This is an optimization exercise on Yosys and OpenROAD, whose aim is a short achievable clock period and few clock cycles, not a production implementation.
In this exercise RTL edits were held to simulation tests only and were not proved equivalent to the original.
Power and IR drop assume default switching activity.

### design.v
module beam_core #(
    parameter N = 64,            
    parameter A = 6,             
    parameter W = 64             
) (
    input  wire         clk,
    input  wire         rst,
    input  wire         in_valid,
    input  wire [7:0]   in_data,
    output wire         in_ready,
    output wire         done,
    output wire         error,
    output wire [63:0]  result_a,
    output wire [63:0]  result_b
);
    localparam [7:0] CH_PASS  = 8'h2E,    
                     CH_START = 8'h53,    
                     CH_SPLIT = 8'h5E,    
                     CH_NL    = 8'h0A;    
    localparam WMIN  = 6;                 
    localparam STALL = 6;                 
    function [71:0] add_a;
        input [W-1:0] ga;
        input [W-1:0] pa;
        reg   [15:0]  g, p, g2, p2;
        reg   [W-1:0] s0;
        reg   [3:0]   cg, cp;
        integer       k, i, d;
        begin
            for (k = 0; k < 4; k = k + 1) begin
                g = ga[16*k +: 16];
                p = pa[16*k +: 16];
                for (d = 1; d < 16; d = d * 2) begin
                    g2 = g;
                    p2 = p;
                    for (i = d; i < 16; i = i + 1) begin
                        g2[i] = g[i] | (p[i] & g[i-d]);
                        p2[i] = p[i] & p[i-d];
                    end
                    g = g2;
                    p = p2;
                end
                s0[16*k +: 16] = pa[16*k +: 16] ^ {g[14:0], 1'b0};
                cg[k] = g[15];
                cp[k] = p[15];
            end
            add_a = {cp, cg, s0};
        end
    endfunction
    function [W-1:0] add_b;
        input [71:0]  a;
        reg   [W-1:0] s0, r;
        reg   [3:0]   cg, cp, c;
        reg   [15:0]  t, t2;
        integer       k, i, d;
        begin
            s0 = a[63:0];
            cg = a[67:64];
            cp = a[71:68];
            c[0] = 1'b0;
            c[1] = cg[0];
            c[2] = cg[1] | (cp[1] & cg[0]);
            c[3] = cg[2] | (cp[2] & cg[1]) | (cp[2] & cp[1] & cg[0]);
            for (k = 0; k < 4; k = k + 1) begin
                t = s0[16*k +: 16];
                for (d = 1; d < 16; d = d * 2) begin
                    t2 = t;
                    for (i = d; i < 16; i = i + 1)
                        t2[i] = t[i] & t[i-d];
                    t = t2;
                end
                r[16*k +: 16] = s0[16*k +: 16] ^ ({t[14:0], 1'b1} & {16{c[k]}});
            end
            add_b = r;
        end
    endfunction
    function [W-1:0] inc64;
        input [W-1:0] a;
        reg   [W-1:0] p, p2;
        integer       i, d;
        begin
            p = a;
            for (d = 1; d < W; d = d * 2) begin
                p2 = p;
                for (i = d; i < W; i = i + 1)
                    p2[i] = p[i] & p[i-d];
                p = p2;
            end
            inc64 = a ^ {p[W-2:0], 1'b1};
        end
    endfunction
    reg         rdy;
    reg         v0;
    reg         t_dot, t_st, t_spl, t_nl;    
    reg         tok_g, tok_nl;               
    reg         tok_st, tok_spl;             
    reg         ended;
    reg         errf;
    reg         c0z;                     
    reg  [2:0]  wcnt;                    
    reg  [2:0]  stl;
    reg         dend;
    reg         donef;
    reg [N-1:0] oh;                      
    reg [A-1:0] cb;                      
    reg [A-1:0] cb0;                     
    reg [W-1:0] r0;                      
    reg [W-1:0] mem [0:N-1];
    reg [N-1:0] mv;                      
    reg [N-1:0] rs;                      
    reg [N-1:0] wen3;                    
    wire d_dot  = (in_data == CH_PASS);
    wire d_st   = (in_data == CH_START);
    wire d_spl  = (in_data == CH_SPLIT);
    wire d_nl   = (in_data == CH_NL);
    wire d_grid = d_dot | d_st | d_spl;
    wire d_bad  = !d_grid && !d_nl;
    wire xfer   = in_valid && rdy;
    wire d_endn = d_nl && c0z;
    wire d_short = d_nl && !c0z && (wcnt < WMIN);
    assign in_ready = rdy;
    integer ri;
    reg [W-1:0] racc;
    always @(*) begin
        racc = {W{1'b0}};
        for (ri = 0; ri < N; ri = ri + 1)
            racc = racc | (mem[ri] & {W{rs[ri]}});
    end
    wire [N-1:0] oh_n = rst ? {{(N-1){1'b0}}, 1'b1} :
                        (xfer && d_grid) ? {oh[N-2:0], oh[N-1]} :
                        (xfer && d_nl) ? {{(N-1){1'b0}}, 1'b1} : oh;
    wire [N-1:0] mv_n = rst ? {N{1'b0}} : (mv | wen3);
    always @(posedge clk) begin
        t_dot <= d_dot;
        t_st  <= d_st;
        t_spl <= d_spl;
        t_nl  <= d_nl;
        cb0   <= cb;
        r0    <= racc;
        oh    <= oh_n;
        mv    <= mv_n;
        rs    <= oh_n & mv_n;
        if (rst) begin
            rdy   <= 1'b1;
            v0    <= 1'b0;
            tok_g   <= 1'b0;
            tok_nl  <= 1'b0;
            tok_st  <= 1'b0;
            tok_spl <= 1'b0;
            ended <= 1'b0;
            errf  <= 1'b0;
            c0z   <= 1'b1;
            wcnt  <= 3'd0;
            stl   <= 3'd0;
            dend  <= 1'b0;
            donef <= 1'b0;
            cb    <= {A{1'b0}};
        end else begin
            v0    <= xfer;
            tok_g   <= xfer && d_grid;
            tok_nl  <= xfer && d_nl;
            tok_st  <= xfer && d_st;
            tok_spl <= xfer && d_spl;
            dend  <= xfer && d_endn;
            if (dend)
                donef <= 1'b1;
            if (xfer) begin
                c0z <= d_nl;
                if (d_nl)
                    wcnt <= 3'd0;
                else if (wcnt != WMIN)
                    wcnt <= wcnt + 3'd1;
                if (d_endn || d_bad)
                    ended <= 1'b1;
                if (d_bad)
                    errf <= 1'b1;
                if (d_grid)
                    cb <= cb + 1'b1;
                else if (d_nl)
                    cb <= {A{1'b0}};
            end
            if (xfer && (d_endn || d_bad)) begin
                rdy <= 1'b0;
            end else if (xfer && d_short) begin
                rdy <= 1'b0;
                stl <= STALL;
            end else if (stl != 3'd0) begin
                stl <= stl - 3'd1;
                rdy <= (stl == 3'd1);
            end
        end
    end
    assign done  = donef;
    assign error = errf;
    reg         pv, p_dot, p_st, p_spl;      
    reg [W-1:0] rp;
    reg [A-1:0] p_cb;
    reg         ppspl;                       
    reg [W-1:0] rpp;
    reg [W-1:0] acc_s, acc_c;                
    reg [W-1:0] cnt_a;
    reg         nz1;
    wire fin    = pv && (tok_g || tok_nl);
    wire [W-1:0] opa = p_dot ? rp : {{(W-1){1'b0}}, p_st};
    wire [W-1:0] opb = (ppspl && !p_st) ? rpp : {W{1'b0}};
    wire [W-1:0] opc = tok_spl ? r0 : {W{1'b0}};
    wire         c_one = fin && p_st;
    wire         c_r1  = fin && (p_dot || (p_spl && tok_st));
    wire         c_r2  = fin && p_spl && !tok_st;
    wire [W-1:0] contrib = (rp & {W{c_r1}}) | ({rp[W-2:0], 1'b0} & {W{c_r2}}) |
                           {{(W-1){1'b0}}, c_one};
    wire [W-1:0] acc_c2 = {acc_c[W-2:0], 1'b0};
    wire [W-1:0] nsum   = acc_s ^ acc_c2 ^ contrib;
    wire [W-1:0] ncar   = (acc_s & acc_c2) | (acc_s & contrib) | (acc_c2 & contrib);
    wire [W-1:0] mj     = (opa & opb) | (opa & opc) | (opb & opc);
    wire [W-1:0] cnl  = t_st  ? {{(W-1){1'b0}}, 1'b1} :
                        t_dot ? r0 :
                        t_spl ? {r0[W-2:0], 1'b0} :
                                {W{1'b0}};
    wire [W-1:0] ac_n = {ncar[W-2:0], 1'b0};
    wire [W-1:0] fsum = nsum ^ ac_n ^ cnl;
    wire [W-1:0] fcar = (nsum & ac_n) | (nsum & cnl) | (ac_n & cnl);
    reg  [W-1:0] sp_s, sp_c;
    reg          xq_v, xq2_v;
    reg  [W-1:0] xq_d, xq2_d;
    reg  [A-1:0] xq_a, xq2_a;
    reg          wv2;
    wire         xnew = fin && tok_nl && p_spl;
    wire         xtake = xq_v && !wv2;
    reg  [W-1:0] res_b;
    reg          rv;                     
    reg  [71:0]  ra;
    reg         wv1;
    reg [W-1:0] ws1, wc1;                    
    wire [W-1:0] ws = opa ^ opb ^ opc;
    wire [W-1:0] wc = {mj[W-2:0], 1'b0};
    wire [W-1:0] fc = {fcar[W-2:0], 1'b0};
    reg [A-1:0] wa1;
    always @(posedge clk) begin
        wa1 <= p_cb;
        if (tok_g) begin
            sp_s <= fsum;
            sp_c <= fc;
        end
        ws1 <= ws;
        wc1 <= wc;
        if (rst) begin
            pv    <= 1'b0;
            ppspl <= 1'b0;
            acc_s <= {W{1'b0}};
            acc_c <= {W{1'b0}};
            cnt_a <= {W{1'b0}};
            nz1   <= 1'b0;
            wv1   <= 1'b0;
            xq_v  <= 1'b0;
            xq2_v <= 1'b0;
            res_b <= {W{1'b0}};
            rv    <= 1'b0;
        end else begin
            wv1 <= fin;
            if (xtake || !xq_v) begin
                if (xq2_v) begin
                    xq_v  <= 1'b1;
                    xq_d  <= xq2_d;
                    xq_a  <= xq2_a;
                    xq2_v <= xnew;
                    xq2_d <= rp;
                    xq2_a <= cb0;
                end else begin
                    xq_v  <= xnew;
                    xq_d  <= rp;
                    xq_a  <= cb0;
                end
            end else if (xnew) begin
                xq2_v <= 1'b1;
                xq2_d <= rp;
                xq2_a <= cb0;
            end
            rv <= fin && tok_nl;
            if (fin && tok_nl) begin
                ra  <= add_a(sp_s & sp_c, sp_s ^ sp_c);
            end
            if (rv)
                res_b <= add_b(ra);
            if (tok_nl) begin
                acc_s <= {W{1'b0}};
                acc_c <= {W{1'b0}};
            end else if (tok_g) begin
                acc_s <= nsum;
                acc_c <= ncar;
            end
            nz1 <= tok_spl && (r0 != {W{1'b0}});
            if (nz1)
                cnt_a <= inc64(cnt_a);
            if (tok_g) begin
                ppspl <= pv && p_spl;
                rpp   <= rp;
                pv    <= 1'b1;
                p_dot <= t_dot;
                p_st  <= t_st;
                p_spl <= t_spl;
                rp    <= r0;
                p_cb  <= cb0;
            end else if (tok_nl) begin
                pv    <= 1'b0;
                ppspl <= 1'b0;
            end
        end
    end
    reg  [71:0]  wa_2;
    reg  [A-1:0] wa2;
    reg  [W-1:0] wd3;
    integer wi;
    always @(posedge clk) begin
        wa_2 <= add_a(ws1 & wc1, ws1 ^ wc1);
        wa2  <= wa1;
        wv2  <= wv1 && !rst;
        if (wv2)
            wd3 <= add_b(wa_2);
        else
            wd3 <= xq_d;
        for (wi = 0; wi < N; wi = wi + 1)
            wen3[wi] <= !rst && (wv2 ? (wa2 == wi) : (xq_v && xq_a == wi));
    end
    integer mi;
    always @(posedge clk) begin
        for (mi = 0; mi < N; mi = mi + 1)
            if (wen3[mi])
                mem[mi] <= wd3;
    end
    assign result_a = cnt_a;
    assign result_b = res_b;
endmodule
### run.sh
#!/bin/bash
# synth_recipe.tcl (not shown) runs the flow's synth.tcl, then flattens the netlist and writes it again
# the make line also repeats each setting of config.mk as NAME=value (left out here)
make -C /OpenROAD-flow-scripts/flow DESIGN_CONFIG=/design/flow/config.mk WORK_HOME=/design/flow/orfs CLKGATE_MAP_FILE= SYNTH_SCRIPT=/design/flow/synth_recipe.tcl finish
### config.mk
export PLATFORM = sky130hd
export DESIGN_NAME = beam_core
export DESIGN_NICKNAME = beam_core
export VERILOG_FILES = /design/flow/design.v
export SDC_FILE = /design/flow/constraint.sdc
export NUM_CORES = 4
export LEC_CHECK = 0
export ABC_CLOCK_PERIOD_IN_PS = 2500
export CAP_MARGIN = 20
export CELL_PAD_IN_SITES_DETAIL_PLACEMENT = 1
export CELL_PAD_IN_SITES_GLOBAL_PLACEMENT = 2
export CORE_MARGIN = 2
export CORE_UTILIZATION = 45
export CTS_BUF_LIST = sky130_fd_sc_hd__clkbuf_16
export CTS_CLUSTER_DIAMETER = 80
export CTS_CLUSTER_SIZE = 25
export PLACE_DENSITY = 0.6
export SETUP_SLACK_MARGIN = 3.6
export SLEW_MARGIN = 20
export SYNTH_MEMORY_MAX_BITS = 16384
### constraint.sdc
create_clock -name core_clock -period 6.5 [get_ports {clk}]
set_input_delay 1.3000 -clock core_clock [delete_from_list [all_inputs] [get_ports {clk}]]
set_output_delay 1.3000 -clock core_clock [all_outputs]
set_load 0.01 [all_outputs]
==> results.txt <==
==> cell usage in the layout, fill, tap and decap left out, types with 29 or more instances in the layout <==
master / synthesis / layout
xor2_1: 106 / 106
diode_2: 0 / 113
inv_1: 321 / 423
ha_1: 139 / 138
buf_4: 1 / 269
or4_1: 65 / 29
clkdlybuf4s15_2: 0 / 66
a22oi_1: 142 / 142
buf_2: 1 / 49
a21oi_1: 253 / 241
xnor2_1: 146 / 146
o21ai_0: 65 / 59
a21o_1: 44 / 43
a22o_1: 1029 / 1029
or4_4: 1 / 37
a211oi_1: 179 / 178
fa_1: 195 / 195
clkbuf_16: 0 / 293
a221oi_1: 1029 / 1019
and2_1: 268 / 268
dfxtp_4: 0 / 191
nor3_1: 40 / 38
dfxtp_2: 0 / 88
nand2_1: 209 / 206
nand3_1: 52 / 52
buf_12: 0 / 83
dfxtp_1: 885 / 606
and3_1: 34 / 33
nor2_1: 783 / 767
nand4_1: 307 / 307
mux2_2: 90 / 90
edfxtp_1: 4569 / 4569
==> report_power, final <==
part | internal, uW | switching (uW) | total (uW)
clock network | 8640 | 11800 | 20500
logic | 76.7 | 249 | 326
registers | 37500 | 209 | 37700
==> routing by layer <==
metal,share of wire,routed length [um]
met5,0.00035,304
met3,0.13,112000
met2,0.45,394000
met4,0.058,50500
met1,0.37,321000
==> worst max-delay path by stage <==
stage | end | slack (ns) | cells after the start
6_report | r0[61]$_DFF_P_ | 3.44 | 6
5_1_grt | rs[42]$_DFF_P_ | 3.57 | 10
4_1_cts | rs[41]$_DFF_P_ | 3.58 | 9
3_5_place_dp | rs[0]$_DFF_P_ | 1.95 | 10
3_3_place_gp | rs[0]$_DFF_P_ | 1.97 | 10
2_1_floorplan | p_cb[0]$_DFFE_PP_ | 2.33 | 3
==> flip-flops by register name, summed over array words and instances (netlist names), 63 cells and up <==
register	cells
rs	64
r0	64
sp_s	64
oh	64
mv	64
wa_2	69
rpp	64
wc1	63
acc_s	64
wen3	64
acc_c	63
wd3	64
sp_c	63
rp	64
cnt_a	64
ws1	64
xq_d	64
res_b	64
ra	69
mem	4096
xq2_d	64
==> layout make-up <==
type                            instances  area, um^2  share of cell area
Antenna cell                          113         283             0.00128
Clock buffer                          293        7330              0.0331
Clock inverter                        176        1170             0.00531
Inverter                              321        1200             0.00545
Multi-Input combinational cell       5422       42200               0.191
Sequential cell                      5454      156000               0.704
Tap cell                             5904        7390              0.0334
Timing Repair Buffer                  541        5910              0.0267
==> critical path, cell delays in order (launching register included) <==
cell and delay, ns:
dfxtp_4 0.50, buf_16 0.36, buf_6 0.30, a22o_1 0.29, a221oi_1 0.26, nand4_1 0.15, or4_1 0.75
==> metrics by stage <==
step | power, uW | worst slack [ns] | hold slack, ns | area [um^2] | cells
global route | 59700 | 3.57 | 0.355 | 221000 | 18100
CTS | 58600 | 3.58 | 0.348 | 221000 | 18100
detailed placement | 38900 | 1.95 | 0.316 | 211000 | 17600
finish | 58500 | 3.44 | 0.344 | 221000 | 18200
floorplan | 38700 | 2.33 | 0.310 | 200000 | 11900
global placement | 38800 | 1.97 | 0.313 | 210000 | 17500
==> kinds of logic after synthesis <==
kind of cell    count (synthesis)  synth area share
flops                        5454             0.774
compound gates               2830             0.115
simple gates                 1887            0.0469
buf+inv                       980            0.0184
fa+ha+maj                     334            0.0282
xor+xnor                      252            0.0110
mux                           117           0.00641
==> timing repair <==
action	CTS	global route
endpoints found under the setup margin	634	245
gates cloned	14	0
hold endpoints to repair	0	0
resized for setup	668	44
setup buffers	64	10
hold buffers	0	0
pin swaps	7	7
==> flow_summary.toml <==
[synth]
synth-seq-cells = 5454
postSynthAreaPerCell_um2 = 16.9
syn_inst = 11900
yosysTopAreaCellShare = 0.685
synth_area_leaders = "edfxtp_1 (69%), dfxtp_1 (8.8%), a221oi_1 (4.5%)"
synth-warning-count = 2
syn_area_um2 = 200000
synth.distinct_cells = 69
yosysMostFrequentCell = "edfxtp_1"
async_flop_share = 0
ys_seq_area_frac = 0.774
ys_top_cells_by_count = "edfxtp_1 (4,569), a221oi_1 (1,029), a22o_1 (1,029)"
ys.flop_type = "edfxtp_1"
yosys.area.top_type = "edfxtp_1"
synth.net_count = 12200
synth_edf_count = 4569

[floorplanning]
fp.coreArea_um2 = 442000
rows = 244
initial_core_util = 0.453
die_y_um = 671
die_area_um2 = 450000
die_w_um = 671
num_io_pins = 142

[finish]
drive_gt1_frac = 0.113
utilization = 0.500
n_fill_cell = 40700
syn2layout_area_growth_pct = 10.5
final_nets = 12400

[grt]
antenna_found_initial = 77
grt_use_met2 = 0.590
grt-ovfl-total = 0
grtUsageTotal = 0.383
grt_pass1_vias = 122000
grt_use_met3 = 0.0896
grt_pass1_wl_mm = 1150
busiest_layer = "met2"
grt_max_degree = 128
gr-usage-met1 = 0.516

[timing]
finalSetupTns_ns = 0
fin_skew_ns = 0.0758
worst_pin_slew_ns = 1.27
maxSlewHeadroom = 0.156
hold_viol_final = 0
slew_viol_final = 0
period_share = 0.471
fin_crit_ns = 3.06
max_freq_ghz = 0.326
rsz0062_at_grt = "no"
setup_violations = 0

[cts]
htreeDepth = 5
path_clk_slew_ns = 0.10
clk_path_buf_depth = 4
cts_tree = "built"
cts_root_buf = "clkbuf_16"
clock_latency_ns = 1.02
numCtsBuffers = 275
cts_sinks = 5454

[setup_path]
critPathRequiredTime_ns = 7.26
rr_worst_depth = 6
rrSetupSlack_ns = 3.44
start_kind = "flop"
end_kind = "flop"
crit_path_max_fanout = 21
reg2reg_from = "rs[0]$_DFF_P_"
critPathLaunch = "rs[0]$_DFF_P_"
cp_data_arrival_time_ns = 3.83
r2r_end = "r0[61]$_DFF_P_"
setup.worst_path.class = "reg -> reg"

[power]
powerDensity_nw_per_um2 = 265
p_leak_uw = 0.0723
peakVddDrop_mv = 0.209

[placed_design]
place_congestion = 0.827
port_buffers = 141
hpwl_mm = 459

[detailed_routing]
route.detailed.drc = 0
dr_total_vias = 129000
totalWireLength_mm = 879
drt_iter0_markers = 23800
ant_nets = 0
wl_per_cell_um = 48.2
drtPass1Iterations = 6
vias_per_cell = 7.05

[outcome]
status = "finished clean"

[worst_hold_path]
worst_hold_startpoint = "wa1[4]$_DFF_P_"
worstHoldEndpoint = "wa2[4]$_DFF_P_"
hold-path-cell-count = 0
min_path_type = "reg -> reg"

[run]
maxCapViolCount = 0
Testbench counts, summed over its fixed seeds: cycles 22,945.

re-timing with driven ports:
How much do the figures lean on ideal ports? The routed layout below was timed once more, with nothing changed but the port constraints. Step 1: set_driving_cell puts a clkbuf_16 on clk and a buf_2 on each other input, an assumption about the parent block. Step 2 times the ports against the registers' clock, not the clock port: input delays grow and output delays shrink by t, the midpoint of the rising clock arrivals with the driver on. a / b / c = ideal / step 1 / step 2; a / b = the first two.
t (ns): 1.102
slack for setup (ns): 3.436 / 3.436 / 2.686
worst setup path after step 2: input to register
pins driven straight from the clock port: 1
After both steps this run still meets setup and hold. For this run, drivers alone change the setup slack by 0.000 ns; drivers and shift together by -0.750 ns.
